Background: an optimization exercise with open tools, aiming at small area. Do not read the settings as production practice.
In this exercise RTL edits were held to simulation tests only and were not proved equivalent to the original.
No driver is modelled on the clock port, so clocking that relies on it looks cheaper here than on a real chip.
No activity file was given, so power comes from the tool's default toggle rates.

**flow/flow/area.abc**
```
strash
ifraig
scorr
dc2
strash
&get -n
&deepsyn -J 100
&put
dch -f
amap -m -F 4 -A 8
topo
```
**flow/flow/run.sh**
```bash
#!/bin/bash
# Standard ORFS layout with these changes in how it is built:
#  - synthesis is the standard flow's script with ABC's mapping script replaced by flow/area.abc
#    (area-oriented; registers are mapped before ABC runs, so they stay the same);
#  - the port buffers that buffer_ports inserts are the smallest buffer cell;
#  - clock tree synthesis uses clkbuf_8 buffers, sink clusters of 16 and no dummy loads;
#  - after clock tree synthesis, cells on paths with slack to spare are downsized.
set -euo pipefail
here=$(pwd)
{ head -n 1 synth_recipe.tcl; cat flow/abc_override.tcl; tail -n +2 synth_recipe.tcl; } > my_synth.tcl
sed "s#SYNTH_SCRIPT=[^ ]*synth_recipe.tcl#SYNTH_SCRIPT=$here/my_synth.tcl#" standard.sh > my_standard.sh
grep -q "SYNTH_SCRIPT=$here/my_synth.tcl" my_standard.sh
export MY_ABC_SCRIPT="$here/flow/area.abc"
export BUFFER_PORTS_ARGS="-buffer_cell sky130_fd_sc_hd__buf_1"
export CTS_ARGS="-sink_clustering_enable -repair_clock_nets -dont_use_dummy_load -buf_list sky130_fd_sc_hd__clkbuf_8 -sink_clustering_size 16 -sink_clustering_max_diameter 60"
export POST_CTS_TCL="$here/flow/post_cts.tcl"
bash my_standard.sh > standard_flow.log 2>&1
```
**flow/design.v**
```verilog
module kraken_enc (
    input  wire [31:0] cmd,
    output wire [1:0]  err,      
    output wire        which,    
    output wire [7:0]  val,      
    output reg  [4:0]  len,      
    output reg  [61:0] sym       
);
    wire [3:0] fam   = cmd[7:4];
    wire [3:0] proto = cmd[11:8];
    wire       st    = cmd[12];
    wire [7:0] m     = cmd[23:16];
    wire [7:0] s     = cmd[31:24];
    wire [3:0] sd = s[3:0] - 4'd1;
    reg m_ok, s_ok;
    always @(*) begin
        case (fam[1:0])
            2'd0: begin m_ok = (m[7:5] == 3'd0); s_ok = (s[7:5] == 3'd0); end
            2'd1: begin m_ok = (m[7:4] == 4'd0); s_ok = ((s[7:4] == 4'd0) && (s[3:0] != 4'd0)) || (s == 8'd16); end
            2'd2: begin m_ok = (m[7:2] == 6'd0); s_ok = (s[7:2] == 6'd0) && (s[1:0] != 2'd0); end
            default: begin m_ok = (m[7:6] == 2'd0); s_ok = (s[7:6] == 2'd0); end
        endcase
    end
    wire proto_bad = (proto[3:2] != 2'd0) || (proto[1:0] == 2'd0);
    wire fam_bad   = (fam[3:2] != 2'd0);
    assign err   = proto_bad ? 2'd2 : fam_bad ? 2'd1 : (!m_ok || !s_ok) ? 2'd3 : 2'd0;
    assign which = !proto_bad && !fam_bad && m_ok && !s_ok;
    assign val   = proto_bad ? {4'd0, proto} : fam_bad ? {4'd0, fam} : !m_ok ? m : !s_ok ? s : 8'd0;
    wire f0 = (fam[1:0] == 2'd0), f1 = (fam[1:0] == 2'd1), f2 = (fam[1:0] == 2'd2), f3 = (fam[1:0] == 2'd3);
    wire [3:0] mo = {m[1:0] == 2'd3, m[1:0] == 2'd2, m[1:0] == 2'd1, m[1:0] == 2'd0};
    wire [2:0] so = {s[1:0] == 2'd3, s[1:0] == 2'd2, s[1:0] == 2'd1};
    wire [20:0] fl;
    assign fl[0]  = f0 & ~m[4] | f1 & m[0] | f2 & ~mo[0];
    assign fl[1]  = f0 & ~m[3] | f1 & m[1] | f2 & ~mo[1] | f3 & ~m[5];
    assign fl[2]  = f0 & ~m[2] | f1 & m[2] | f2 & ~mo[2] | f3 & ~m[4];
    assign fl[3]  = f0 & ~m[1] | f1 & m[3] | f2 & ~mo[3] | f3 & ~m[3];
    assign fl[4]  = f0 & ~m[0] | f1 & sd[0] | f2 & ~so[0] | f3 & ~m[2];
    assign fl[5]  = f0 & ~s[4] | f1 & sd[1] | f2 & ~so[1] | f3 & ~m[1];
    assign fl[6]  = f0 & ~s[3] | f1 & sd[2] | f2 & ~so[2] | f3 & ~m[0];
    assign fl[7]  = f0 & ~s[2] | f1 & sd[3] | f2          | f3 & ~s[5];
    assign fl[8]  = f0 & ~s[1]              | f2          | f3 & ~s[4];
    assign fl[9]  = f0 & ~s[0] | f1         | f2          | f3 & ~s[3];
    assign fl[10] = f0 & ~st   | f1         | f2 & st     | f3 & ~s[2];
    assign fl[11] = ~f3 & st                              | f3 & ~s[1];
    assign fl[12] = f3 & ~s[0];
    assign fl[13] = 1'b0;
    assign fl[14] = f3;
    assign fl[15] = f3;
    assign fl[16] = 1'b0;
    assign fl[17] = f3;
    assign fl[18] = 1'b0;
    assign fl[19] = f3 & ~st;
    assign fl[20] = f3 & st;
    integer i;
    always @(*) begin
        sym = 62'd0;
        len = f3 ? 5'd21 : 5'd12;
        for (i = 0; i < 21; i = i + 1) sym[2*i+1] = fl[i];
        for (i = 0; i < 4; i = i + 1) sym[2*i] = f2 & mo[i];
        for (i = 0; i < 3; i = i + 1) sym[2*(i+4)] = f2 & so[i];
    end
endmodule
module kraken_tx (
    input  wire        clk,
    input  wire        rst,
    input  wire        reg_sel,
    input  wire        reg_we,
    input  wire [3:0]  reg_addr,
    input  wire [31:0] reg_wdata,
    output reg  [31:0] reg_rdata,
    output wire        reg_ready,
    output reg         sl_req,
    output reg         sl_val,
    input  wire        sl_ack,
    input  wire        sl_err,
    output wire        line_en,
    input  wire        cancel_i
);
    localparam [13:0] TMR_END = 14'h0c48;
    localparam [1:0] ST_IDLE = 2'd0, ST_EXPORT = 2'd1, ST_FRAME = 2'd2, ST_REPEAT = 2'd3;
    reg [4:0]  cw_len;
    reg [61:0] cw_sym;
    reg        e_done;
    reg [1:0]  e_err;
    reg        e_which;
    reg [7:0]  e_val;
    reg [1:0]  state;
    reg        exported;
    reg        line_lvl;
    reg        cancel_pend;
    reg        t_done;
    reg        te_a;       
    reg        te_b;       
    reg [3:0]  t_val;
    reg [15:0] pos_r;
    reg [4:0]  pos_i;
    reg [1:0]  pos_ph;
    reg        pos_sub;    
    reg [4:0]  t_len;
    reg [61:0] t_sym;
    reg [1:0]  t_proto;
    reg [15:0] t_rep;
    reg [13:0] tmr;
    reg [22:0] wrcnt;
    wire busy = (state != ST_IDLE);
    assign line_en = exported;
    wire       wr        = reg_sel & reg_we;
    wire       wr_cmd    = wr & (reg_addr == 4'd0);
    wire [3:0] op        = reg_wdata[3:0];
    wire       is_tx     = (op[3:1] == 3'b001);
    assign reg_ready     = ~(wr_cmd & is_tx & busy);
    wire       do_enc    = wr_cmd & (op == 4'h1);
    wire       do_tx     = wr_cmd & is_tx & ~busy;
    wire       do_cancel = (wr_cmd & (op == 4'h4)) | cancel_i;
    wire       cancel_now = cancel_pend | do_cancel;
    wire [3:0] cmd_proto = reg_wdata[11:8];
    wire       proto_ok  = (cmd_proto[3:2] == 2'd0) && (cmd_proto[1:0] != 2'd0);
    wire [1:0]  enc_err;
    wire        enc_which;
    wire [7:0]  enc_val;
    wire [4:0]  enc_len;
    wire [61:0] enc_sym;
    kraken_enc u_enc (
        .cmd   (reg_wdata),
        .err   (enc_err),
        .which (enc_which),
        .val   (enc_val),
        .len   (enc_len),
        .sym   (enc_sym)
    );
    wire       is_sync = (pos_i == t_len);
    wire [1:0] cur_sym = t_sym[2*pos_i +: 2];
    wire       last_ph = is_sync ? (pos_ph[0]) : (pos_ph == 2'd3);
    reg        long_ph;
    always @(*) begin
        case (pos_ph)
            2'd0: long_ph = cur_sym[0];
            2'd1: long_ph = ~cur_sym[0];
            2'd2: long_ph = cur_sym[1] | cur_sym[0];
            default: long_ph = ~(cur_sym[1] | cur_sym[0]);
        endcase
        if (is_sync) long_ph = pos_ph[0];
    end
    reg [13:0] wait_cycles;
    always @(*) begin
        casez ({t_proto, is_sync, long_ph})
            4'b01_?_0: wait_cycles = 14'h3ab9;   
            4'b01_0_1: wait_cycles = 14'h02ab;   
            4'b01_1_1: wait_cycles = 14'h0fe8;   
            4'b10_?_0: wait_cycles = 14'h2c53;   
            4'b10_0_1: wait_cycles = 14'h007d;   
            4'b10_1_1: wait_cycles = 14'h297c;   
            4'b??_?_0: wait_cycles = 14'h2e9b;   
            4'b??_0_1: wait_cycles = 14'h12b1;   
            default:   wait_cycles = 14'h3bd2;   
        endcase
    end
    always @(posedge clk) begin
        if (do_tx && proto_ok) begin
            t_len   <= cw_len;
            t_sym   <= cw_sym;
            t_proto <= cmd_proto[1:0];
            t_rep   <= (op[0]) ? reg_wdata[31:16] : 16'd10;
        end
        if (!pos_sub) tmr <= wait_cycles;
        else          tmr <= {tmr[12:0], tmr[13] ^ tmr[12] ^ tmr[11] ^ tmr[1]};
    end
    wire in_exp = (state == ST_EXPORT);
    wire in_frm = (state == ST_FRAME);
    wire in_rep = (state == ST_REPEAT);
    wire wstep  = in_frm & ~pos_sub & ~sl_req;           
    wire ack    = in_frm & ~pos_sub & sl_req & sl_ack;   
    wire waits  = in_frm & pos_sub;
    wire tend   = waits & ~cancel_pend & (tmr == TMR_END);
    wire wr_issue    = wstep & ~cancel_now;
    wire rep_step    = in_rep & ~cancel_now;
    wire exp_go      = in_exp & ~cancel_now;
    wire rep_zero    = (t_rep == 16'd0);
    wire [15:0] pos_r_inc;
    wire rep_last    = (pos_r_inc == t_rep);
    wire cancel_done = ((in_exp | wstep | in_rep) & cancel_now) | (waits & cancel_pend);
    wire line_fail   = ack & sl_err;
    wire ok_done     = (exp_go & rep_zero) | (rep_step & rep_last);
    wire complete    = cancel_done | line_fail | ok_done;
    wire start_frame = (exp_go & ~rep_zero) | (rep_step & ~rep_last);
    wire ph_adv      = tend & ~last_ph;
    wire sym_adv     = tend & last_ph & ~is_sync;
    wire to_rep      = tend & last_ph & is_sync;
    wire ack_ok      = ack & ~sl_err;
    wire tx_ok       = do_tx & proto_ok;
    wire tx_bad      = do_tx & ~proto_ok;
    wire [22:0] wrcnt_inc;
    wire [23:0] wc;
    wire [16:0] rc;
    assign wc[0] = wr_issue;
    assign rc[0] = rep_step;
    genvar k;
    generate
        for (k = 0; k < 23; k = k + 1) begin : g_wc
            assign wrcnt_inc[k] = wrcnt[k] ^ wc[k];
            assign wc[k+1]      = wrcnt[k] & wc[k];
        end
        for (k = 0; k < 16; k = k + 1) begin : g_rc
            assign pos_r_inc[k] = pos_r[k] ^ rc[k];
            assign rc[k+1]      = pos_r[k] & rc[k];
        end
    endgenerate
    always @(posedge clk) begin
        if (rst || tx_ok) wrcnt <= 23'd0;
        else              wrcnt <= wrcnt_inc;
        if (rst || (exp_go && !rep_zero)) pos_r <= 16'd0;
        else                              pos_r <= pos_r_inc;
    end
    always @(posedge clk) begin
        if (rst) begin
            state       <= ST_IDLE;
            exported    <= 1'b0;
            line_lvl    <= 1'b0;
            cancel_pend <= 1'b0;
            t_done      <= 1'b0;
            te_a        <= 1'b0;
            te_b        <= 1'b0;
            t_val       <= 4'd0;
            pos_i       <= 5'd0;
            pos_ph      <= 2'd0;
            pos_sub     <= 1'b0;
            sl_req      <= 1'b0;
            sl_val      <= 1'b0;
        end else begin
            if (tx_ok)            state <= ST_EXPORT;
            else if (complete)    state <= ST_IDLE;
            else if (start_frame) state <= ST_FRAME;
            else if (to_rep)      state <= ST_REPEAT;
            cancel_pend <= ~complete & (cancel_pend | (do_cancel & busy));
            if (tx_bad | complete) t_done <= 1'b1;
            else if (tx_ok)        t_done <= 1'b0;
            if (tx_bad | tx_ok)                 begin te_a <= 1'b0; te_b <= tx_bad; end
            else if (cancel_done | line_fail)   begin te_a <= 1'b1; te_b <= cancel_done; end
            if (tx_bad)     t_val <= cmd_proto;
            else if (tx_ok) t_val <= 4'd0;
            if (exp_go) exported <= 1'b1;
            if (start_frame)  pos_i <= 5'd0;
            else if (sym_adv) pos_i <= pos_i + 5'd1;
            if (start_frame | sym_adv) pos_ph <= 2'd0;
            else if (ph_adv)           pos_ph <= pos_ph + 2'd1;
            if (start_frame | ph_adv | sym_adv) pos_sub <= 1'b0;
            else if (ack_ok)                    pos_sub <= 1'b1;
            if (wr_issue) begin
                sl_req <= 1'b1;
                sl_val <= ~pos_ph[0];
            end else if (ack) begin
                sl_req <= 1'b0;
            end
            if (ack_ok) line_lvl <= sl_val;
        end
    end
    always @(posedge clk) begin
        if (rst) begin
            cw_len  <= 5'd0;
            cw_sym  <= 62'd0;
            e_done  <= 1'b0;
            e_err   <= 2'd0;
            e_which <= 1'b0;
            e_val   <= 8'd0;
        end else begin
            if (wr && reg_addr == 4'd1) cw_len <= reg_wdata[4:0];
            if (wr && reg_addr == 4'd2) cw_sym[31:0]  <= reg_wdata;
            if (wr && reg_addr == 4'd3) cw_sym[61:32] <= reg_wdata[29:0];
            if (do_enc) begin
                e_done  <= 1'b1;
                e_err   <= enc_err;
                e_which <= enc_which;
                e_val   <= enc_val;
                if (enc_err == 2'd0) begin
                    cw_len <= enc_len;
                    cw_sym <= enc_sym;
                end
            end
        end
    end
    always @(*) begin
        case (reg_addr)
            4'd1:    reg_rdata = {27'd0, cw_len};
            4'd2:    reg_rdata = cw_sym[31:0];
            4'd3:    reg_rdata = {2'd0, cw_sym[61:32]};
            4'd4:    reg_rdata = {8'd0, e_val, 3'd0, e_which, 2'd0, e_err, 4'd0, e_done, 3'd0};
            4'd5:    reg_rdata = {12'd0, t_val, 5'd0, te_a, ~te_a & te_b, te_a & te_b, 1'b0, cancel_pend,
                                  line_lvl, exported, t_done, busy, state};
            4'd6:    reg_rdata = {9'd0, wrcnt};
            4'd7:    reg_rdata = {8'd0, pos_sub, pos_ph, pos_i, pos_r};
            default: reg_rdata = 32'd0;
        endcase
    end
endmodule
```
**flow/flow/post_cts.tcl**
```tcl
# Downsize cells on paths that keep positive slack, then legalize again.
repair_timing -recover_power 100 -verbose
detailed_placement
check_placement -verbose
```
**flow/constraint.sdc**
```tcl
create_clock -name core_clock -period 10.0 [get_ports {clk}]
set_input_delay 2.0000 -clock core_clock [delete_from_list [all_inputs] [get_ports {clk}]]
set_output_delay 2.0000 -clock core_clock [all_outputs]
set_load 0.01 [all_outputs]
```
**flow/standard.sh**
```bash
#!/bin/bash
# synth_recipe.tcl (not shown) runs the flow's synth.tcl, then flattens the netlist and writes it again
# the make line also repeats each setting of config.mk as NAME=value (left out here)
make -C /OpenROAD-flow-scripts/flow DESIGN_CONFIG=/design/flow/config.mk WORK_HOME=/design/flow/orfs CLKGATE_MAP_FILE= SYNTH_SCRIPT=/design/flow/synth_recipe.tcl "${@:-finish}"
```
**flow/config.mk**
```make
export PLATFORM = sky130hd
export DESIGN_NAME = kraken_tx
export DESIGN_NICKNAME = kraken_tx
export VERILOG_FILES = /design/flow/design.v
export SDC_FILE = /design/flow/constraint.sdc
export NUM_CORES = 4
export LEC_CHECK = 0
export CAP_MARGIN = 0
export CORE_MARGIN = 2
export CORE_UTILIZATION = 65
export CTS_BUF_LIST = sky130_fd_sc_hd__clkbuf_8
export CTS_CLUSTER_DIAMETER = 60
export CTS_CLUSTER_SIZE = 16
export SLEW_MARGIN = 0
```
**flow/flow/abc_override.tcl**
```tcl
# Map the combinational logic with flow/area.abc (an area-oriented ABC script)
# instead of ORFS's speed script; flip-flops are mapped before this step and
# are left as the standard synthesis makes them.
proc abc {args} {
  set i [lsearch -exact $args -script]
  if { $i >= 0 } { lset args [expr {$i + 1}] $::env(MY_ABC_SCRIPT) }
  yosys abc {*}$args
}
```
==> metrics.md, run 1 <==
| Metric | Value |
|---|---|
| Endpoints failing setup | 0 |
| Nets@finish | between 1000 and 1500 |
| Ports | 79 |
| Drt wl/cell | 25.4 um |
| Antenna violations before repair | 1 |
| Core area | approximately 0.015 mm2 |
| Crit. End Element | output pin |
| Comb pwr share | roughly 5% |
| Port-buffer cells | 78 |
| Clock Sinks | between 200 and 250 |
| Fraction of layout cells with a size suffix above 1 | about 2.9% |
| Area delta synth->final | 9.15% |
| M1 GR Usage | a little over half |
| GR Util met2 | 63.6% |
| Clock insertion delay at the later pin of the skew report | around 0.56 ns |
| Hold_ws | about 0.42 ns |
| Final wirelength | approximately 33 mm |
| Critical path required time | roughly 8.0 ns |
| FMAX | between 100 and 150 MHz |
| PD cells | around 140 mW/mm2 |
| CTS tree | done |
| Hold crit path type | flop to flop |
| Final Wtd Congestion | between 1 and 1.5 |
| Crit path kind | input pin to output pin |
| Post-DP HPWL | about 25 mm |
| Vias/cell | 6.91 |
| Multi-input combinational cell area | ~0.0040 mm2 |
| M3 GR Usage | 9.69% |
| Most frequent cells in the layout | dfxtp_1 (154), clkinv_1 (141), nor2_1 (110) |
| Leakage | roughly 4 nW |
| Initial Utilization | about two thirds |
| Tightest Pin Transition | 1.51 ns |
| Max-Cap Viols | 1 |
| Vias in the first global route | between 8000 and 9000 |
| Worst Skew | approximately 0.11 ns |
| # fillers | roughly 1100 |
| Psw | ~350 uW |
| Yosys warns | 2 |
| Share of power burned in registers | approximately 65% |
| Cells after synthesis | roughly 1000 |
| Most common cell after layout, fill and taps aside | dfxtp_1 |
| Mapped cell area | 0.0101 mm2 |
| Die area | ~0.017 mm2 |
| Ys async rst share | 0% |
| First-pass GRT wire length | slightly below 50 mm |
| Final period util | around three quarters |
| Iter 0 DRT Violations | approximately 1400 |
| Drt pass-1 iters | 9 |
| Post-synthesis cell type count | 46 |
| Status | complete, but fails checks |
| Synthesized area per cell | between 10 and 15 um2 |
| Die W | 129 um |
| Min Clock Period, post-route | 7.64 ns |
| Pin count of the biggest net entering global routing | 74 |
| Fin. max-slew vios | 22 |
| Clock share of power | ~30% |
| Antenna Cells | 0 |
| Final Util | 72.7% |
| Top FF cell, synth | dfxtp_1 |
| Sequential cell area | around 0.0056 mm2 |
| Worst-path fanout max | 21 |
| Die height | around 130 um |
| Yosys reg bits | 239 |
| Startpoint class of the critical path | input pin |
| Final ANT Viol Nets | 0 |
| Post-synthesis sequential area ratio | ~56% |
| Clock-pin slew on the worst setup and hold paths | roughly 0.09 ns |
| Via count | about 9000 |
| Switch share | 22.8% |
| Int Power | about 1.2 mW |
| Hold Fails Final Rpt | 0 |
| Total grt overflow | 0 |
| Post-synth net total | between 1000 and 1500 |
| DRC violations left | 0 |
| Peak VDD IR | around 0.00014 V |
| All-Layer GR Usage | between 30% and 40% |
| TNS Setup | 0 ns |
| RSZ-0062 raised after global routing | no |
| Number of flops mapped to enable cells by yosys | 85 |
| Critical Path AT | ~5.6 ns |
| Layer with the highest usage | met2 |
| # rows | between 40 and 50 |
| Relative slew slack | -0.869% |
| Failed Checks | max-capacitance violations, max-slew violations |
==> cells by family (layout without fill, tap and decap cells) <==
kind of cell | Yosys count | after routing | synth area share [%]
simple gates | 277 | 277 | 12.3
mux | 1 | 1 | 0.0988
buf+inv | 141 | 253 | 5.23
flops | 239 | 239 | 55.6
fa+ha+maj | 47 | 47 | 5.81
compound gates | 291 | 291 | 21.0
==> metrics by stage <==
stage | setup WS (ns) | total power, mW | cell area, um2 | cells
detailed placement | 2.22 | 1.10 | 10800 | 1273
floorplan | 2.55 | 1.06 | 10100 | 996
global placement | 2.43 | 1.10 | 10800 | 1273
finish | 2.36 | 1.55 | 11100 | 1296
global route | 2.29 | 1.59 | 11100 | 1296
==> path summary, 6_finish.rpt <==
| kind | startpoint | cells past startpoint | endpoint | slack, ns |
|---|---|---|---|---|
| worst min-delay path | cw_sym[44] | 0 | t_sym[44] | 0.42 |
| worst max-delay path | reg_addr[1] | 9 | reg_rdata[2] | 2.36 |
| worst max register to register | cancel_pend | 25 | pos_ph[0] | 4.18 |
| worst min register to register | cw_sym[44] | 0 | t_sym[44] | 0.42 |
==> state kept, by name, summed over array words and instances, names as in the netlist, 4 cells and up <==
name / count
t_val: 4
pos_i: 5
cw_len: 5
cw_sym: 62
t_rep: 16
wrcnt: 23
t_sym: 62
pos_r: 16
tmr: 14
e_val: 8
t_len: 5
==> area by class of cell <==
class,count,area share [%]
Sequential cell,239,51.0
Multi-Input combinational cell,616,36.0
Inverter,141,4.79
Timing Repair Buffer,92,3.61
Clock buffer,20,2.49
Tap cell,188,2.13
==> critical path, cell delays in order <==
cell      delay, ns
buf_1          0.19
clkinv_1       0.20
nor3_1         0.25
clkbuf_1       1.13
clkinv_1       1.03
o22ai_1        0.39
a221oi_1       0.13
o211ai_1       0.12
buf_1          0.19
==> metal layers <==
metal	up-vias	wire length (um)
met2	693	14600
li1	3975	-
met1	4143	12200
met4	2	1690
met3	144	4320
met5	-	16
==> cells in the mapped netlist, drive strengths merged, types with 2 or more instances <==
master / instances / area, um2
or2: 3 / 18.8
a22oi: 18 / 135
a22o: 4 / 35.0
nor4: 4 / 25.0
dfxtp: 154 / 3080
o211a: 2 / 20.0
a2111oi: 3 / 26.3
a221o: 6 / 60.1
o211ai: 9 / 67.6
a32o: 2 / 20.0
a21o: 2 / 15.0
or3: 3 / 18.8
nor3: 32 / 160
o221ai: 27 / 236
a211oi: 6 / 45.0
nand3: 16 / 80.1
nand2: 65 / 244
o22ai: 43 / 269
clkinv: 141 / 529
o221a: 2 / 22.5
o22a: 4 / 35.0
o21ai: 56 / 280
nand2b: 4 / 25.0
nor2: 110 / 413
a221oi: 8 / 70.1
o32ai: 3 / 26.3
nor2b: 29 / 181
o2111ai: 2 / 17.5
a222oi: 46 / 460
o311ai: 2 / 17.5
a21oi: 33 / 165
a31oi: 4 / 25.0
and3: 2 / 12.5
or4: 3 / 22.5
ha: 47 / 588
edfxtp: 85 / 2550
nand4: 4 / 25.0
o21a: 4 / 30.0
==> power groups by stage <==
stage | clock network, mW | logic [mW] | registers (mW)
floorplan | 0 | 0.0331 | 1.03
global placement | 0 | 0.0716 | 1.03
detailed placement | 0 | 0.0715 | 1.03
global route | 0.504 | 0.0792 | 1.00
finish | 0.471 | 0.0754 | 1.00
==> run 2, diff against run 1 <==
--- a/flow/design.v
+++ b/flow/design.v
@@ -90,7 +90,5 @@
     reg        cancel_pend;
     reg        t_done;
-    reg        te_a;       
-    reg        te_b;       
-    reg [3:0]  t_val;
+    reg [3:0]  t_code;
     reg [15:0] pos_r;
     reg [4:0]  pos_i;
@@ -193,4 +191,8 @@
     wire [23:0] wc;
     wire [16:0] rc;
+    wire [6:0]  pos_ip = {pos_i, pos_ph};
+    wire [6:0]  pos_ip_inc;
+    wire [7:0]  ic;
+    assign ic[0] = ph_adv | sym_adv;
     assign wc[0] = wr_issue;
     assign rc[0] = rep_step;
@@ -205,4 +207,8 @@
             assign rc[k+1]      = pos_r[k] & rc[k];
         end
+        for (k = 0; k < 7; k = k + 1) begin : g_ic
+            assign pos_ip_inc[k] = pos_ip[k] ^ ic[k];
+            assign ic[k+1]       = pos_ip[k] & ic[k];
+        end
     endgenerate
     always @(posedge clk) begin
@@ -219,7 +225,5 @@
             cancel_pend <= 1'b0;
             t_done      <= 1'b0;
-            te_a        <= 1'b0;
-            te_b        <= 1'b0;
-            t_val       <= 4'd0;
+            t_code      <= 4'd0;
             pos_i       <= 5'd0;
             pos_ph      <= 2'd0;
@@ -235,13 +239,11 @@
             if (tx_bad | complete) t_done <= 1'b1;
             else if (tx_ok)        t_done <= 1'b0;
-            if (tx_bad | tx_ok)                 begin te_a <= 1'b0; te_b <= tx_bad; end
-            else if (cancel_done | line_fail)   begin te_a <= 1'b1; te_b <= cancel_done; end
-            if (tx_bad)     t_val <= cmd_proto;
-            else if (tx_ok) t_val <= 4'd0;
+            if (tx_bad)           t_code <= {cmd_proto[3:1], cmd_proto[0] | (cmd_proto[3:1] == 3'd0)};
+            else if (tx_ok)       t_code <= 4'd0;
+            else if (cancel_done) t_code <= 4'd3;
+            else if (line_fail)   t_code <= 4'd2;
             if (exp_go) exported <= 1'b1;
-            if (start_frame)  pos_i <= 5'd0;
-            else if (sym_adv) pos_i <= pos_i + 5'd1;
-            if (start_frame | sym_adv) pos_ph <= 2'd0;
-            else if (ph_adv)           pos_ph <= pos_ph + 2'd1;
+            if (start_frame) {pos_i, pos_ph} <= 7'd0;
+            else             {pos_i, pos_ph} <= pos_ip_inc;
             if (start_frame | ph_adv | sym_adv) pos_sub <= 1'b0;
             else if (ack_ok)                    pos_sub <= 1'b1;
@@ -279,4 +281,7 @@
         end
     end
+    wire       tc_hi = (t_code[3:2] != 2'd0);
+    wire [3:0] t_val = tc_hi ? t_code : 4'd0;
+    wire [2:0] t_err = {~tc_hi & t_code[1], tc_hi | (~t_code[1] & t_code[0]), ~tc_hi & t_code[1] & t_code[0]};
     always @(*) begin
         case (reg_addr)
@@ -285,5 +290,5 @@
             4'd3:    reg_rdata = {2'd0, cw_sym[61:32]};
             4'd4:    reg_rdata = {8'd0, e_val, 3'd0, e_which, 2'd0, e_err, 4'd0, e_done, 3'd0};
-            4'd5:    reg_rdata = {12'd0, t_val, 5'd0, te_a, ~te_a & te_b, te_a & te_b, 1'b0, cancel_pend,
+            4'd5:    reg_rdata = {12'd0, t_val, 5'd0, t_err, 1'b0, cancel_pend,
                                   line_lvl, exported, t_done, busy, state};
             4'd6:    reg_rdata = {9'd0, wrcnt};
==> flow/flow/area.abc (replaced) <==
strash
ifraig
scorr
dc2
strash
&get -n
&deepsyn -J 100
&dch -f
&nf -R 1000 -p
&put
topo
--- a/flow/config.mk
+++ b/flow/config.mk
@@ -6,5 +6,5 @@
 export NUM_CORES = 4
 export LEC_CHECK = 0
-export CAP_MARGIN = 0
+export CAP_MARGIN = 20
 export CORE_MARGIN = 2
 export CORE_UTILIZATION = 65
@@ -12,3 +12,3 @@
 export CTS_CLUSTER_DIAMETER = 60
 export CTS_CLUSTER_SIZE = 16
-export SLEW_MARGIN = 0
+export SLEW_MARGIN = 20
==> run 2 against run 1 <==
The run now finishes clean; synthesized cell count fell by 7.9%; sequential power barely moved; clock skew fell by 0.060 ns; synthesized area fell by 1.8%; wire length fell by 7.2%; power fell by 0.94%; clock power fell by 1%; worst hold slack got worse by 0.0036 ns; cell area fell by 0.44%; via count fell by 4.8%; cell count fell by 5.6%; combinational power rose by 0.7%; critical path type is now input pin to flop.
==> metrics.md, run 2 <==
| Metric | Value |
|---|---|
| Synthesized area per cell | 10.8 um2 |
| Pin count of the biggest net entering global routing | 55 |
| All-Layer GR Usage | 37.8% |
| Post-synthesis cell type count | 43 |
| Hold crit path type | flop to flop |
| Ports | between 70 and 80 |
| First-pass GRT wire length | between 40 and 50 mm |
| RSZ-0062 raised after global routing | no |
| Antenna Cells | 0 |
| Clock insertion delay at the later pin of the skew report | about 0.54 ns |
| Port-buffer cells | slightly below 80 |
| Post-synth top area cell | dfxtp_1 |
| Share of power burned in registers | around 65% |
| Yosys reg bits | roughly 240 |
| Final ANT Viol Nets | 0 |
| Min Clock Period, post-route | about 7.6 ns |
| # rows | 45 |
| RR Endpoint | wrcnt[22] |
| Cells after synthesis | between 900 and 1000 |
| Endpoints failing setup | 0 |
| WP buf/inv | 2 |
| Mapped cell area | about 0.01 mm2 |
| Initial Utilization | between 60 and 70% |
| Worst-path fanout max | 21 |
| Critical path required time | approximately 10 ns |
| Post-DP HPWL | about 21 mm |
| FMAX | approximately 130 MHz |
| Final Wtd Congestion | 0.994 |
| Top-area cell type share of the netlist area | 30.6% |
| Area delta synth->final | 10.7% |
| Cell family contributing the most delay on the critical path | adder cells |
| Crit path top cell by count | ha_1 |
| Fin. max-slew vios | 0 |
| Crit. End Element | flop |
| Leakage | between 4 and 5 nW |
| Vias in the first global route | just over 8000 |
| Final period util | about three quarters |
| PD cells | ~140 mW/mm2 |
| Top-count cell post-synth | dfxtp_1 |
| Antenna violations before repair | 0 |
| Critical Path AT | 8.04 ns |
| Switch share | roughly 23% |
| Peak VDD IR | 0.000139 V |
| Iter 0 DRT Violations | 1317 |
| Int Power | about 1.2 mW |
| Top flop regs | cw_sym: 62 flops, t_sym: 62 flops, wrcnt: 23 flops |
| Top FF cell, synth | dfxtp_1 |
| Clock share of power | between 30% and 40% |
| Clock-pin slew on the worst setup and hold paths | approximately 0.11 ns |
| Die area | between 0.015 and 0.02 mm2 |
| Via count | between 8000 and 9000 |
| Crit path kind | input pin to flop |
| CP startpoint | reg_wdata[0] |
| CTS tree | done |
| Critical Path Max Stage Delay | ~0.56 ns |
| Core area | between 0.015 and 0.02 mm2 |
| Startpoint class of the critical path | input pin |
| TNS Setup | 0 ns |
| Yosys warns | 2 |
| Worst Skew | around 0.052 ns |
| Die W | between 100 and 150 um |
| Area contributors post-synth | dfxtp_1 (31%), edfxtp_1 (26%), ha_1 (6.0%) |
| Total grt overflow | 0 |
| Design Area, Final | about 0.011 mm2 |
| Tightest Pin Transition | slightly below 1 ns |
| DP Area | between 0.01 and 0.015 mm2 |
| Psw | around 350 uW |
| Post-synth net total | about 1000 |
| Number of flops mapped to enable cells by yosys | 85 |
| Vias/cell | approximately 7 |
| CP max stage cell | nor4b_1 |
| Most frequent cells in the layout | dfxtp_1 (152), nand2_1 (124), edfxtp_1 (85) |
| Synth cell count leaders | dfxtp_1 (152), nand2_1 (124), edfxtp_1 (85) |
| Relative slew slack | between 30% and 40% |
| Clock Sinks | about 240 |
| Post-synthesis sequential area ratio | a little under three fifths |
| Drt pass-1 iters | 8 |
| Die height | 128 um |
| Reg2reg setup slack | about 4.5 ns |
| DRC violations left | 0 |
| RR Startpoint | cancel_pend |
| Worst Hold Depth | 0 |
| Nets@finish | around 1100 |
| Max-Cap Viols | 0 |
| Hold Fails Final Rpt | 0 |
| Ys async rst share | 0% |
| Comb pwr share | about 4.9% |
| Fraction of layout cells with a size suffix above 1 | roughly 4.4% |
| Drt wl/cell | ~25 um |
| Status | complete, no violations |
| CP Capture Point | wrcnt[22] |
| WP depth | 29 |
| Final wirelength | 30.5 mm |
| Most common cell after layout, fill and taps aside | dfxtp_1 |
| R2r worst-path depth | 26 |
-- run 2: cell count changes after synthesis, sizes merged, moves of 25 or more --
cell,before,now
and2,0,62
o22ai,43,12
o221ai,27,2
clkinv,141,33
a22o,4,46
o21ai,56,22
nand2,65,124
nor2,110,55
-- run 2: how the worst min path moves through the flow --
stage,from,endpoint,slack [ns]
global placement,tmr[8],tmr[9],0.43
floorplan,cw_len[2],t_len[2],0.42
detailed placement,cw_sym[31],t_sym[31],0.44
finish,cw_sym[30],t_sym[30],0.42
global route,cw_sym[30],t_sym[30],0.42
-- run 2: layout make-up --
class	count	area (um2)
Timing Repair Buffer	99	517
Clock buffer	19	262
Multi-Input combinational cell	647	4270
Inverter	33	124
Tap cell	188	235
Fill cell	1115	4080
Sequential cell	237	5600
-- run 2: cell families after synthesis --
logic type	count (synthesis)	share of synthesized area [%]
muxes	2	0.201
AOI/OAI and AO/OA	245	18.5
xor gates and xnor gates	15	1.32
adders and majority gates	48	6.04
buffers and inverters	33	1.25
and+or+nand+nor	337	16.4
DFF	237	56.3
-- run 2: power groups by stage --
stage	combinational (mW)	sequential [mW]	clock, mW
after floorplan	0.0278	1.02	0
after global routing	0.0797	0.996	0.502
after global placement	0.0677	1.02	0
after detailed placement	0.0690	1.02	0
final	0.0759	0.996	0.465
-- run 2: routing by layer --
layer / track usage [%] / part of all wire (%) / vias up
li1: - / - / 3735
met1: 51.2 / 39 / 4051
met2: 58.5 / 45 / 615
met3: 7.01 / 10 / 124
met4: 19.4 / 5.7 / 0
met5: 0 / 0 / -
-- run 2: per-stage QoR --
stage          cells  worst slack [ns]  total power [mW]  util [%]  hold slack, ns
3_3_place_gp    1200              2.31              1.09      70.5           0.432
5_1_grt         1223              2.07              1.58      72.9           0.422
3_5_place_dp    1200              2.09              1.09      70.5           0.438
2_1_floorplan    917              2.09              1.05         -           0.423
6_report        1223              2.43              1.54      72.9           0.417
==> run 3, diff against run 2 <==
--- a/flow/flow/run.sh
+++ b/flow/flow/run.sh
@@ -5,5 +5,6 @@
 #  - the port buffers that buffer_ports inserts are the smallest buffer cell;
 #  - clock tree synthesis uses clkbuf_8 buffers, sink clusters of 16 and no dummy loads;
-#  - after clock tree synthesis, cells on paths with slack to spare are downsized.
+#  - after clock tree synthesis, cells on paths with slack to spare are downsized;
+#  - after synthesis, the largest buffer cells are not used.
 set -euo pipefail
 here=$(pwd)
@@ -15,3 +16,7 @@
 export CTS_ARGS="-sink_clustering_enable -repair_clock_nets -dont_use_dummy_load -buf_list sky130_fd_sc_hd__clkbuf_8 -sink_clustering_size 16 -sink_clustering_max_diameter 60"
 export POST_CTS_TCL="$here/flow/post_cts.tcl"
+bash my_standard.sh synth > synth_flow.log 2>&1
+# after synthesis, leave the largest buffers to the clock tree's own list: slew repair
+# then builds its trees from smaller buffers
+export DONT_USE_CELLS="sky130_fd_sc_hd__buf_8 sky130_fd_sc_hd__buf_12 sky130_fd_sc_hd__buf_16 sky130_fd_sc_hd__bufbuf_8 sky130_fd_sc_hd__bufbuf_16 sky130_fd_sc_hd__clkbuf_16"
 bash my_standard.sh > standard_flow.log 2>&1
--- a/flow/config.mk
+++ b/flow/config.mk
@@ -8,5 +8,5 @@
 export CAP_MARGIN = 20
 export CORE_MARGIN = 2
-export CORE_UTILIZATION = 65
+export CORE_UTILIZATION = 75
 export CTS_BUF_LIST = sky130_fd_sc_hd__clkbuf_8
 export CTS_CLUSTER_DIAMETER = 60
==> run 3 against run 2 <==
Largest cell class unchanged; cell area shrank 0.73%; global-route usage increased by 5.4 points; sequential power barely moved; critical endpoint unchanged; critical path depth did not move; clock power is 3% lower; critical path type unchanged.
==> metrics.md, run 3 <==
| Metric | Value |
|---|---|
| Hold Startpoint | tmr[6] |
| Pin count of the biggest net entering global routing | 51 |
| CP max stage cell | nor4b_1 |
| Clock-pin slew on the worst setup and hold paths | roughly 0.1 ns |
| CTS tree | done |
| Area delta synth->final | 9.89% |
| RR Startpoint | pos_sub |
| Final ANT Viol Nets | 0 |
| Critical Path AT | around 8 ns |
| Crit path top cell by count | ha_1 |
| Critical Path Max Stage Delay | about 0.50 ns |
| Vias/cell | roughly 7.3 |
| Critical path required time | around 10 ns |
| RR Endpoint | wrcnt[22] |
| DRC violations left | 0 |
| Top FF cell, synth | dfxtp_1 |
| Most common cell after layout, fill and taps aside | dfxtp_1 |
| TNS Setup | 0 ns |
| Iter 0 DRT Violations | between 1500 and 2000 |
| Post-synthesis cell type count | 43 |
| Mapped cell area | just under 0.01 mm2 |
| Via count | 8830 |
| # rows | between 40 and 50 |
| Crit. End Element | flop |
| Post-DP HPWL | around 21 mm |
| Max-Cap Viols | 0 |
| Vias in the first global route | about 8500 |
| Worst-path fanout max | 21 |
| Post-synth net total | a little over 1000 |
| Crit path kind | input pin to flop |
| Top-area cell type share of the netlist area | 30.6% |
| Nets@finish | 1125 |
| Number of flops mapped to enable cells by yosys | between 80 and 90 |
| All-Layer GR Usage | between 40% and 50% |
| Core area | between 0.01 and 0.015 mm2 |
| Hold Fails Final Rpt | 0 |
| FMAX | 132 MHz |
| Clock insertion delay at the later pin of the skew report | roughly 0.52 ns |
| Leakage | ~4.3 nW |
| Ys async rst share | 0% |
| Synth cell count leaders | dfxtp_1 (152), nand2_1 (124), edfxtp_1 (85) |
| Status | complete, no violations |
| Peak VDD IR | 0.000154 V |
| Tightest Pin Transition | about 1.1 ns |
| Initial Utilization | 76.0% |
| R2r worst-path depth | 26 |
| Area contributors post-synth | dfxtp_1 (31%), edfxtp_1 (26%), ha_1 (6.0%) |
| Final Wtd Congestion | between 0.9 and 1 |
| Synthesized area per cell | approximately 11 um2 |
| Post-synthesis sequential area ratio | about 56% |
| Drt pass-1 iters | 10 |
| First-pass GRT wire length | 46.6 mm |
| Final wirelength | slightly above 30 mm |
| Die height | around 120 um |
| Port-buffer cells | roughly 80 |
| Worst Skew | 0.0198 ns |
| Worst Hold Depth | 2 |
| Min Clock Period, post-route | 7.58 ns |
| PD cells | 139 mW/mm2 |
| Hold Path End | tmr[7] |
| Yosys reg bits | 237 |
| RSZ-0062 raised after global routing | no |
| Most frequent cells in the layout | dfxtp_1 (152), nand2_1 (124), edfxtp_1 (85) |
| Cells after synthesis | 917 |
| Hold crit path type | flop to flop |
| DP Worst Slack | 2.11 ns |
| Top-count cell post-synth | dfxtp_1 |
| Top flop regs | cw_sym: 62 flops, t_sym: 62 flops, wrcnt: 23 flops |
| Yosys warns | 2 |
| Clock Sinks | between 200 and 250 |
| Reg2reg setup slack | around 4.1 ns |
| Total grt overflow | 0 |
| Antenna violations before repair | 0 |
| Relative slew slack | between 20% and 30% |
| Ports | 79 |
| Final period util | between 70% and 80% |
| Endpoints failing setup | 0 |
| Post-synth top area cell | dfxtp_1 |
| Antenna Cells | 0 |
| Drt wl/cell | 25.5 um |
| Final worst setup slack | 2.42 ns |
| Hold_ws | around 0.45 ns |
| Die area | about 0.014 mm2 |
| Startpoint class of the critical path | input pin |
| Fraction of layout cells with a size suffix above 1 | ~3.9% |
| Fin. max-slew vios | 0 |
| Die W | 119 um |
run 3: cell counts after synthesis:
Identical to the previous run, type by type.
run 3: layer usage:
layer | up-vias | GRT usage (%) | share of wire (%)
li1 | 3717 | - | -
met5 | - | 0 | 0
met3 | 166 | 9.05 | 14
met2 | 801 | 67.8 | 45
met4 | 0 | 24.1 | 6.3
met1 | 4146 | 56.0 | 35
run 3: worst max path at each step:
stage                 startpoint         to  slack [ns]  depth (start not counted)
global placement         reg_sel  wrcnt[22]        2.35                         31
floorplan                reg_sel   wrcnt[0]        2.09                          8
detailed placement       reg_sel  wrcnt[22]        2.11                         31
finish              reg_wdata[0]  wrcnt[22]        2.42                         29
global route        reg_wdata[0]  wrcnt[22]        2.21                         29
run 3: cell families (layout without fill, tap and decap cells):
| kind of cell | after synthesis | count (layout) | share of synthesized area [%] |
|---|---|---|---|
| AO/OA/AOI/OAI | 245 | 245 | 18.5 |
| AND/OR/NAND/NOR | 337 | 337 | 16.4 |
| XOR/XNOR | 15 | 15 | 1.32 |
| adder cells (fa/ha/maj) | 48 | 48 | 6.04 |
| buffers and inverters | 33 | 148 | 1.25 |
| flip-flops | 237 | 237 | 56.3 |
| multiplexers | 2 | 2 | 0.201 |
run 3: metrics by stage:
| step | util [%] | power (mW) | instances | cell area (um2) |
|---|---|---|---|---|
| floorplan | - | 1.05 | 917 | 9940 |
| global placement | 81.2 | 1.09 | 1187 | 10600 |
| detailed placement | 81.2 | 1.09 | 1187 | 10600 |
| global route | 83.5 | 1.55 | 1208 | 10900 |
| finish | 83.5 | 1.52 | 1208 | 10900 |
run 3: critical path, delay by kind of cell:
| kind | cells | cell delay (ns) |
|---|---|---|
| adders and majority gates | 22 | 4.30 |
| buffers and inverters | 2 | 0.46 |
| and+or+nand+nor | 4 | 1.12 |
| xor gates and xnor gates | 1 | 0.12 |
run 3: cell type report:
type                    count  area [um2]
clock buffers              18         248
fillers                   738        2160
inverters                  33         124
repair buffers             97         479
well taps                 176         220
flip-flops and latches    237        5600
multi-input cells         647        4260
run 3: power by group:
part	switching, mW	leakage [nW]	internal (mW)
logic	0.0564	2.01	0.0186
clock network	0.288	0.129	0.163
registers	0.00197	2.17	0.994
==> run 4, diff against run 3 <==
--- a/flow/flow/run.sh
+++ b/flow/flow/run.sh
@@ -6,5 +6,5 @@
 #  - clock tree synthesis uses clkbuf_8 buffers, sink clusters of 16 and no dummy loads;
 #  - after clock tree synthesis, cells on paths with slack to spare are downsized;
-#  - after synthesis, the largest buffer cells are not used.
+#  - the steps after synthesis also mark the largest buffer cells dont-use.
 set -euo pipefail
 here=$(pwd)
@@ -17,6 +17,6 @@
 export POST_CTS_TCL="$here/flow/post_cts.tcl"
 bash my_standard.sh synth > synth_flow.log 2>&1
-# after synthesis, leave the largest buffers to the clock tree's own list: slew repair
-# then builds its trees from smaller buffers
+# the steps after synthesis also mark the largest buffers dont-use, so that slew repair
+# prefers smaller buffers
 export DONT_USE_CELLS="sky130_fd_sc_hd__buf_8 sky130_fd_sc_hd__buf_12 sky130_fd_sc_hd__buf_16 sky130_fd_sc_hd__bufbuf_8 sky130_fd_sc_hd__bufbuf_16 sky130_fd_sc_hd__clkbuf_16"
 bash my_standard.sh > standard_flow.log 2>&1
==> run 4 against run 3 <==
Highest routed layer unchanged; maximum frequency is the same; largest cell class unchanged; cell area did not move; cell count stayed put; largest power group unchanged.
==> metrics.md, run 4 <==
| Metric | Value |
|---|---|
| Relative slew slack | 26.9% |
| Antenna violations before repair | 0 |
| Peak VDD IR | 0.000154 V |
| Area contributors post-synth | dfxtp_1 (31%), edfxtp_1 (26%), ha_1 (6.0%) |
| Total grt overflow | 0 |
| Yosys warns | 2 |
| Critical Path AT | between 8 and 9 ns |
| First-pass GRT wire length | around 47 mm |
| Iter 0 DRT Violations | roughly 1600 |
| Total power | ~1.5 mW |
| Top flop regs | cw_sym: 62 flops, t_sym: 62 flops, wrcnt: 23 flops |
| Post-synthesis cell type count | between 40 and 50 |
| TNS Setup | 0 ns |
| Worst-path fanout max | 21 |
| Area delta synth->final | 9.89% |
| Vias/cell | about 7.3 |
| Leakage | ~4.3 nW |
| Synthesized area per cell | approximately 11 um2 |
| Post-synthesis sequential area ratio | between 50 and 60% |
| Clock Sinks | roughly 240 |
| Comb pwr share | roughly 4.9% |
| Top FF cell, synth | dfxtp_1 |
| Die area | roughly 0.014 mm2 |
| Worst Skew | just under 0.02 ns |
| Clock insertion delay at the later pin of the skew report | ~0.52 ns |
| Post-synth top area cell | dfxtp_1 |
| Final Wtd Congestion | between 0.9 and 1 |
| Die height | 119 um |
| Share of power burned in registers | about 65% |
| Clock-pin slew on the worst setup and hold paths | 0.10 ns |
| Most common cell after layout, fill and taps aside | dfxtp_1 |
| RSZ-0062 raised after global routing | no |
| Endpoints failing setup | 0 |
| Fraction of layout cells with a size suffix above 1 | 3.88% |
| Synth cell count leaders | dfxtp_1 (152), nand2_1 (124), edfxtp_1 (85) |
| Status | complete, no violations |
| Min Clock Period, post-route | 7.58 ns |
| Number of flops mapped to enable cells by yosys | 85 |
| Clock share of power | ~30% |
| Initial Utilization | between 70% and 80% |
| Top-count cell post-synth | dfxtp_1 |
| Pin count of the biggest net entering global routing | slightly above 50 |
| Via count | between 8000 and 9000 |
| Antenna Cells | 0 |
| FMAX | roughly 130 MHz |
| Hold crit path type | flop to flop |
| Vias in the first global route | 8539 |
| Mapped cell area | 0.00994 mm2 |
| Startpoint class of the critical path | input pin |
| Post-synth net total | just over 1000 |
| Crit path kind | input pin to flop |
| Crit. End Element | flop |
| Most frequent cells in the layout | dfxtp_1 (152), nand2_1 (124), edfxtp_1 (85) |
| Final period util | approximately three quarters |
| CTS tree | done |
| Hold Fails Final Rpt | 0 |
| Nets@finish | around 1100 |
| Non-filler cells, final | roughly 1200 |
| Critical Path Max Stage Delay | 0.50 ns |
| DP Area | approximately 0.011 mm2 |
| Psw | roughly 350 uW |
| Port-buffer cells | 78 |
| Tightest Pin Transition | between 1 and 1.5 ns |
| Switch share | 22.8% |
| PD cells | ~140 mW/mm2 |
| Top-area cell type share of the netlist area | ~30% |
| Hold_ws | roughly 0.45 ns |
| Cells after synthesis | 917 |
| Final wirelength | approximately 30 mm |
| Drt wl/cell | ~26 um |
| Ports | between 70 and 80 |
| Ys async rst share | 0% |
| Drt pass-1 iters | 10 |
| Fin. max-slew vios | 0 |
| Post-DP HPWL | 21.2 mm |
| All-Layer GR Usage | a little over two fifths |
| Yosys reg bits | 237 |
| Crit path top cell by count | ha_1 |
| CP max stage cell | nor4b_1 |
| Critical path required time | 10.44 ns |
| Die W | 119 um |
| Final ANT Viol Nets | 0 |
| Core area | about 0.013 mm2 |
| Design Area, Final | 0.0109 mm2 |
| Placed cell count | between 1000 and 1500 |
| DRC violations left | 0 |
| Int Power | about 1.2 mW |
| # rows | 42 |
| Max-Cap Viols | 0 |
[run 4: cell families (layout without fill, tap and decap cells)]
| group | Yosys count | in the layout | synth area share (%) |
|---|---|---|---|
| AO/OA/AOI/OAI | 245 | 245 | 18.5 |
| XOR/XNOR | 15 | 15 | 1.32 |
| adder cells (fa/ha/maj) | 48 | 48 | 6.04 |
| buffers and inverters | 33 | 148 | 1.25 |
| flip-flops | 237 | 237 | 56.3 |
| multiplexers | 2 | 2 | 0.201 |
| AND/OR/NAND/NOR | 337 | 337 | 16.4 |
[run 4: worst max-delay path: cells and delay by family]
kind          cells  cell delay [ns]
simple gates      4             1.12
fa+ha+maj        22             4.30
buf+inv           2             0.46
xor+xnor          1             0.12
[run 4: power groups by stage]
| stage | clock, mW | sequential [mW] | combinational (mW) |
|---|---|---|---|
| 2_1_floorplan | 0 | 1.02 | 0.0278 |
| 3_3_place_gp | 0 | 1.02 | 0.0670 |
| 3_5_place_dp | 0 | 1.02 | 0.0688 |
| 5_1_grt | 0.478 | 0.996 | 0.0779 |
| 6_report | 0.451 | 0.996 | 0.0750 |
[run 4: final timing paths]
| kind | startpoint | to | slack, ns | cells after the start |
|---|---|---|---|---|
| max | reg_wdata[0] | wrcnt[22] | 2.42 | 29 |
| min | tmr[6] | tmr[7] | 0.45 | 2 |
| max reg2reg | pos_sub | wrcnt[22] | 4.06 | 26 |
| min reg2reg | tmr[6] | tmr[7] | 0.45 | 2 |
[run 4: final cells by class]
cell class,instances,area (um2)
Tap cell,176,220
Clock buffer,18,248
Timing Repair Buffer,97,479
Fill cell,738,2160
Multi-Input combinational cell,647,4260
Inverter,33,124
Sequential cell,237,5600
[run 4: per-layer routing]
metal / vias to the layer above / routed length [um] / track usage (%)
li1: 3717 / - / -
met1: 4146 / 10700 / 56.0
met2: 801 / 13900 / 67.8
met3: 166 / 4230 / 9.05
met4: 0 / 1940 / 24.1
met5: - / 0 / 0
[run 4: per-stage QoR]
stage / utilization, % / setup slack (ns)
after floorplan: - / 2.09
after global placement: 81.2 / 2.35
after detailed placement: 81.2 / 2.11
after global routing: 83.5 / 2.21
final: 83.5 / 2.42
==> run 5, diff against run 4 <==
--- a/flow/design.v
+++ b/flow/design.v
@@ -81,7 +81,5 @@
     reg [4:0]  cw_len;
     reg [61:0] cw_sym;
-    reg        e_done;
-    reg [1:0]  e_err;
-    reg        e_which;
+    reg [2:0]  e_code;
     reg [7:0]  e_val;
     reg [1:0]  state;
@@ -261,7 +259,5 @@
             cw_len  <= 5'd0;
             cw_sym  <= 62'd0;
-            e_done  <= 1'b0;
-            e_err   <= 2'd0;
-            e_which <= 1'b0;
+            e_code  <= 3'd0;
             e_val   <= 8'd0;
         end else begin
@@ -270,7 +266,5 @@
             if (wr && reg_addr == 4'd3) cw_sym[61:32] <= reg_wdata[29:0];
             if (do_enc) begin
-                e_done  <= 1'b1;
-                e_err   <= enc_err;
-                e_which <= enc_which;
+                e_code  <= {enc_err == 2'd3, enc_err[1] ^ enc_err[0], ~enc_err[1] | enc_which};
                 e_val   <= enc_val;
                 if (enc_err == 2'd0) begin
@@ -281,4 +275,7 @@
         end
     end
+    wire       e_done  = (e_code != 3'd0);
+    wire [1:0] e_err   = {e_code[2] | (e_code[1] & ~e_code[0]), e_code[2] | (e_code[1] & e_code[0])};
+    wire       e_which = e_code[2] & e_code[0];
     wire       tc_hi = (t_code[3:2] != 2'd0);
     wire [3:0] t_val = tc_hi ? t_code : 4'd0;
==> run 5 against run 4 <==
Non-clock buffer count rose by 1; cell area fell by 0.70%; setup slack got worse by 0.036 ns; wire length rose by 0.36%; global-route usage rose by 0.28 points; clock-buffer cell count did not move; sequential power fell by 0.4%; largest power group unchanged.
==> metrics.md, run 5 <==
| Metric | Value |
|---|---|
| Drt wl/cell | approximately 26 um |
| Worst Skew | 0.0246 ns |
| Int Power | approximately 1.2 mW |
| Clock insertion delay at the later pin of the skew report | ~0.51 ns |
| Crit path top cell by count | ha_1 |
| Hold crit path type | flop to flop |
| Startpoint class of the critical path | input pin |
| Die area | between 0.01 and 0.015 mm2 |
| R2r worst-path depth | 26 |
| Max-Cap Viols | 0 |
| DP Worst Slack | a little over 2 ns |
| Endpoints failing setup | 0 |
| RSZ-0062 raised after global routing | no |
| Mapped cell area | between 0.009 and 0.01 mm2 |
| Post-synthesis sequential area ratio | between 50% and 60% |
| Ports | between 70 and 80 |
| Min Clock Period, post-route | 7.62 ns |
| Nets@finish | ~1100 |
| # rows | just over 40 |
| Antenna violations before repair | 1 |
| Top FF cell, synth | dfxtp_1 |
| Critical Path Max Stage Delay | roughly 0.76 ns |
| M1 WL | approximately 11 mm |
| Leakage | 4.27 nW |
| Placed cell count | roughly 1200 |
| Most frequent cells in the layout | dfxtp_1 (151), nand2_1 (104), edfxtp_1 (85) |
| FMAX | 131 MHz |
| Top-area cell type share of the netlist area | between 30% and 40% |
| Number of flops mapped to enable cells by yosys | 85 |
| Area delta synth->final | 9.65% |
| Final period util | between 70% and 80% |
| Final ANT Viol Nets | 0 |
| Vias in the first global route | roughly 8500 |
| Synth cell count leaders | dfxtp_1 (151), nand2_1 (104), edfxtp_1 (85) |
| Fin. max-slew vios | 0 |
| # fillers | 705 |
| Switch share | approximately 23% |
| Yosys reg bits | around 240 |
| All-Layer GR Usage | between 40% and 50% |
| Post-synth top area cell | dfxtp_1 |
| Die W | between 100 and 150 um |
| Antenna Cells | 0 |
| Metal3 WL | 4.57 mm |
| Routed wl met2 | 13.8 mm |
| Uppermost layer routed | met4 |
| Drt pass-1 iters | 10 |
| Relative slew slack | between 30 and 40% |
| Area contributors post-synth | dfxtp_1 (31%), edfxtp_1 (26%), ha_1 (6.1%) |
| Yosys warns | 2 |
| Psw | 343 uW |
| Top flop regs | cw_sym: 62 flops, t_sym: 62 flops, wrcnt: 23 flops |
| Most common cell after layout, fill and taps aside | dfxtp_1 |
| PD cells | 140 mW/mm2 |
| Total grt overflow | 0 |
| Status | complete, no violations |
| Core area | between 0.01 and 0.015 mm2 |
| Peak VDD IR | roughly 0.00013 V |
| Iter 0 DRT Violations | between 1500 and 2000 |
| Vias/cell | around 7.4 |
| Critical path required time | 10.43 ns |
| Top-count cell post-synth | dfxtp_1 |
| Crit. End Element | flop |
| Cells after synthesis | about 900 |
| Ys async rst share | 0% |
| Post-DP HPWL | between 20 and 25 mm |
| Multi-input combinational cell area | around 0.0042 mm2 |
| Pin count of the biggest net entering global routing | between 80 and 90 |
| Worst-path fanout max | 8 |
| Clock-pin slew on the worst setup and hold paths | around 0.09 ns |
| Via count | roughly 8800 |
| Non-filler cells, final | ~1200 |
| Final Wtd Congestion | about 1.1 |
| DRC violations left | 0 |
| CP max stage cell | a21boi_0 |
| Critical Path AT | 8.05 ns |
| Final wirelength | around 31 mm |
| Hold Fails Final Rpt | 0 |
| Tightest Pin Transition | about 1.0 ns |
| Clock Sinks | between 200 and 250 |
| Crit path kind | input pin to flop |
| Sequential cell area | 0.00558 mm2 |
| Port-buffer cells | between 70 and 80 |
| Worst Hold Depth | 2 |
| Post-synth net total | between 900 and 1000 |
| Share of power burned in registers | roughly 66% |
| CTS tree | done |
| Fraction of layout cells with a size suffix above 1 | just over 4% |
| Die height | about 120 um |
| Initial Utilization | 77.5% |
| Final worst setup slack | 2.38 ns |
| Post-synthesis cell type count | 51 |
| Synthesized area per cell | between 10 and 15 um2 |
| TNS Setup | 0 ns |
| Hold_ws | 0.456 ns |
| Comb pwr share | 4.7% |
| First-pass GRT wire length | 47.0 mm |
| Clock share of power | 29.8% |
## run 5: metal layers
layer  track usage (%)  up-vias
met3              11.0      213
li1                  -     3672
met5                 0        -
met4              20.4        0
met2              68.8      855
met1              56.3     4062
## run 5: power by group through the flow
stage / registers, mW / logic [mW] / clock network (mW)
6_report: 0.992 / 0.0713 / 0.450
5_1_grt: 0.992 / 0.0734 / 0.479
3_5_place_dp: 1.01 / 0.0661 / 0
3_3_place_gp: 1.01 / 0.0635 / 0
2_1_floorplan: 1.01 / 0.0265 / 0
## run 5: worst paths after layout
| path | end | slack (ns) | start |
|---|---|---|---|
| worst max-delay path | pos_sub | 2.38 | reg_sel |
| worst min-delay path | tmr[9] | 0.46 | tmr[8] |
| worst max register to register | wrcnt[22] | 4.19 | pos_sub |
| worst min register to register | tmr[9] | 0.46 | tmr[8] |
## run 5: logic make-up (layout without fill, tap and decap cells)
group | Yosys count | count (layout) | synth area share, %
compound gates | 250 | 250 | 19.2
xor+xnor | 17 | 17 | 1.50
fa+ha+maj | 48 | 48 | 6.07
buf+inv | 34 | 150 | 1.29
flops | 236 | 236 | 56.3
mux | 2 | 2 | 0.202
simple gates | 311 | 311 | 15.4
## run 5: critical path, delay by kind of cell
family	cells	cell delay, ns
simple gates	7	1.58
buf+inv	1	0.07
fa+ha+maj	15	3.00
compound gates	4	1.38
## run 5: area by class of cell
class	instances	area share [%]
sequential	236	51.4
multi-input combinational	628	38.9
timing repair buffer	98	4.23
clock buffer	18	2.28
tap	172	1.98
inverter	34	1.18
## run 5: through the flow
step	instance area [um2]	power (mW)	util [%]
floorplan	9900	1.04	-
global placement	10600	1.08	82.8
detailed placement	10600	1.08	82.8
global route	10900	1.54	84.9
finish	10900	1.51	84.9
==> run 6, diff against run 5 <==
--- a/flow/flow/run.sh
+++ b/flow/flow/run.sh
@@ -5,5 +5,6 @@
 #  - the port buffers that buffer_ports inserts are the smallest buffer cell;
 #  - clock tree synthesis uses clkbuf_8 buffers, sink clusters of 16 and no dummy loads;
-#  - after clock tree synthesis, cells on paths with slack to spare are downsized;
+#  - after clock tree synthesis and after global routing, cells on paths with slack
+#    to spare are downsized;
 #  - the steps after synthesis also mark the largest buffer cells dont-use.
 set -euo pipefail
@@ -16,4 +17,5 @@
 export CTS_ARGS="-sink_clustering_enable -repair_clock_nets -dont_use_dummy_load -buf_list sky130_fd_sc_hd__clkbuf_8 -sink_clustering_size 16 -sink_clustering_max_diameter 60"
 export POST_CTS_TCL="$here/flow/post_cts.tcl"
+export RECOVER_POWER=100
 bash my_standard.sh synth > synth_flow.log 2>&1
 # the steps after synthesis also mark the largest buffers dont-use, so that slew repair
==> run 6 against run 5 <==
Now fails the layout checks on max-capacitance violations, max-slew violations; non-clock buffer count is the same; combinational power shrank 1%; sequential power is essentially flat; clock skew grew 0.0044 ns; critical path type unchanged.
==> metrics.md, run 6 <==
| Metric | Value |
|---|---|
| Design Area, Final | 0.0108 mm2 |
| Top flop regs | cw_sym: 62 flops, t_sym: 62 flops, wrcnt: 23 flops |
| Total grt overflow | 0 |
| Ys async rst share | 0% |
| Post-synthesis cell type count | just over 50 |
| R2r worst-path depth | 26 |
| Die height | around 120 um |
| Top-count cell post-synth | dfxtp_1 |
| Leakage | between 4 and 5 nW |
| Post-synthesis mux area share | less than 1% |
| Mapped cell area | ~0.0099 mm2 |
| RSZ-0062 raised after global routing | no |
| Yosys reg bits | between 200 and 250 |
| CTS tree | done |
| Worst Skew | about 0.029 ns |
| Complex-gate fraction of the synthesized area | roughly a fifth |
| Antenna violations before repair | 2 |
| Final ANT Viol Nets | 0 |
| Port-buffer cells | about 80 |
| Top-area cell type share of the netlist area | 30.5% |
| RR Startpoint | pos_sub |
| Synthesized area per cell | 11.0 um2 |
| Hold Fails Final Rpt | 0 |
| Failed Checks | max-capacitance violations, max-slew violations |
| Hold crit path type | flop to flop |
| All-Layer GR Usage | 43.4% |
| Final Wtd Congestion | about 1.1 |
| Initial Utilization | 77.5% |
| TNS Setup | 0 ns |
| Largest family of logic cells by synthesized area | compound AO/OA/AOI/OAI gates |
| Endpoints failing setup | 0 |
| Iter 0 DRT Violations | roughly 1900 |
| Clock Sinks | 236 |
| Area contributors post-synth | dfxtp_1 (31%), edfxtp_1 (26%), ha_1 (6.1%) |
| Post-synthesis xor/xnor area fraction | under 10% |
| # rows | 41 |
| Most frequent cells in the layout | dfxtp_1 (151), nand2_1 (104), edfxtp_1 (85) |
| Synth cell count leaders | dfxtp_1 (151), nand2_1 (104), edfxtp_1 (85) |
| Ports | 79 |
| Final period util | ~77% |
| Core area | 0.0128 mm2 |
| Vias in the first global route | around 8500 |
| Final worst setup slack | 2.34 ns |
| Antenna Cells | 0 |
| Synth Area in Simple Gates | between 10% and 20% |
| Post-synth top area cell | dfxtp_1 |
| Die W | ~120 um |
| Startpoint class of the critical path | input pin |
| Post-synthesis sequential area ratio | between 50% and 60% |
| CP startpoint | reg_sel |
| Number of flops mapped to enable cells by yosys | 85 |
| Drt wl/cell | between 20 and 30 um |
| Via count | between 8000 and 9000 |
| Critical Path AT | about 8.0 ns |
| DRC violations left | 0 |
| Clock-pin slew on the worst setup and hold paths | about 0.1 ns |
| PD cells | 140 mW/mm2 |
| Post-synth net total | slightly below 1000 |
| Cells after synthesis | ~900 |
| RR Endpoint | wrcnt[22] |
| Clock insertion delay at the later pin of the skew report | 0.52 ns |
| DP Area | between 0.01 and 0.015 mm2 |
| Final wirelength | 31.0 mm |
| Min Clock Period, post-route | roughly 7.7 ns |
| DP Worst Slack | ~2.0 ns |
| Relative slew slack | -67.5% |
| Pin count of the biggest net entering global routing | 88 |
| Worst-path fanout max | 6 |
| Area delta synth->final | 8.98% |
| Peak VDD IR | roughly 0.00013 V |
| Most common cell after layout, fill and taps aside | dfxtp_1 |
| Synth Area in Adders | 6.07% |
| Max-Cap Viols | 3 |
| CP Capture Point | wrcnt[22] |
| Fin. max-slew vios | roughly 110 |
| Status | complete, but fails checks |
| Critical Path Max Stage Delay | around 0.43 ns |
| Tightest Pin Transition | ~2.5 ns |
| Crit. End Element | flop |
| Critical path required time | ~10 ns |
| Vias/cell | 7.36 |
| Post-DP HPWL | 21.5 mm |
| Yosys warns | 2 |
| First-pass GRT wire length | between 40 and 50 mm |
| Crit path top cell by count | ha_1 |
| Crit path kind | input pin to flop |
| CP max stage cell | nor4b_1 |
| Top FF cell, synth | dfxtp_1 |
| Drt pass-1 iters | 10 |
| Nets@finish | 1107 |
| FMAX | between 100 and 150 MHz |
| Hold_ws | ~0.46 ns |
| Fraction of layout cells with a size suffix above 1 | ~3.3% |
| Reg2reg setup slack | a little over 4 ns |
| Die area | 0.0141 mm2 |
## run 6: cells by family (layout without fill, tap and decap cells)
kind of cell    after synthesis  after routing
compound gates              250            250
xor+xnor                     17             17
fa+ha+maj                    48             48
buf+inv                      34            150
flops                       236            236
mux                           2              2
simple gates                311            311
## run 6: power by group
| part | internal [mW] | switching [mW] | total (mW) |
|---|---|---|---|
| combinational | 0.0167 | 0.0537 | 0.0704 |
| sequential | 0.990 | 0.00198 | 0.992 |
| clock | 0.163 | 0.288 | 0.451 |
| total | 1.17 | 0.344 | 1.51 |
## run 6: metrics by stage
step,utilization [%],power (mW),std cells
2_1_floorplan,-,1.04,898
3_3_place_gp,82.8,1.08,1166
3_5_place_dp,82.8,1.08,1166
5_1_grt,84.4,1.54,1186
6_report,84.4,1.51,1186
## run 6: critical path, delay by kind of cell
family                     cells  cell delay (ns)
xor gates and xnor gates       1             0.13
adders and majority gates     22             4.27
buffers and inverters          1             0.07
and+or+nand+nor                7             1.48
## run 6: final cells by class
type,count,area [um2]
clock buffer,18,248
fill,720,1990
timing repair buffer,98,409
tap,172,215
sequential,236,5580
inverter,34,128
multi-input combinational,628,4210
## run 6: worst min path at each step
stage | endpoint | slack, ns | from | cells past startpoint
2_1_floorplan | t_len[2] | 0.42 | cw_len[2] | 0
3_3_place_gp | tmr[9] | 0.43 | tmr[8] | 2
3_5_place_dp | t_sym[31] | 0.44 | cw_sym[31] | 0
5_1_grt | tmr[9] | 0.47 | tmr[8] | 2
6_report | tmr[9] | 0.46 | tmr[8] | 2
## run 6: layer usage
metal / up-vias / GRT usage, % / wire [um]
li1: 3684 / - / -
met1: 4020 / 56.3 / 10700
met2: 833 / 68.8 / 13800
met3: 193 / 11.0 / 4470
met4: 0 / 20.4 / 2040
met5: - / 0 / 0

## static timing again, ports no longer ideal
The flow's constraints put no driver on any port. The routed layouts listed below were extracted and timed again, unchanged, in two steps.
Step 1 assumes that a clkbuf_16 drives the clock port and a buf_2 every other input.
Step 2 times the ports against the registers' clock, not the clock port: input delays grow and output delays shrink by t, the midpoint of the rising clock arrivals with the driver on.
Slacks: ideal / step 1 / step 2; pairs: ideal / step 1.
run	shift t [ns]	slack for setup (ns)	clock arrival spread, ns	worst register clock-pin slew, ns	worst data-port slew with drivers (ns)
run 1	0.546	2.364 / 2.334 / 2.195	0.113 / 0.113	0.10 / 0.10	0.03
run 2	0.555	2.429 / 2.446 / 1.891	0.055 / 0.056	0.11 / 0.11	0.04
run 3	0.552	2.418 / 2.438 / 1.887	0.020 / 0.019	0.10 / 0.10	0.06
run 4	0.552	2.418 / 2.438 / 1.887	0.020 / 0.019	0.10 / 0.10	0.06
run 5	0.542	2.382 / 2.395 / 1.854	0.025 / 0.025	0.10 / 0.10	0.04
run 6	0.545	2.341 / 2.353 / 1.808	0.030 / 0.030	0.10 / 0.10	0.04
The setup slack of run 2, which loses most, moves by +0.017 ns with the drivers and by -0.538 ns with both steps.
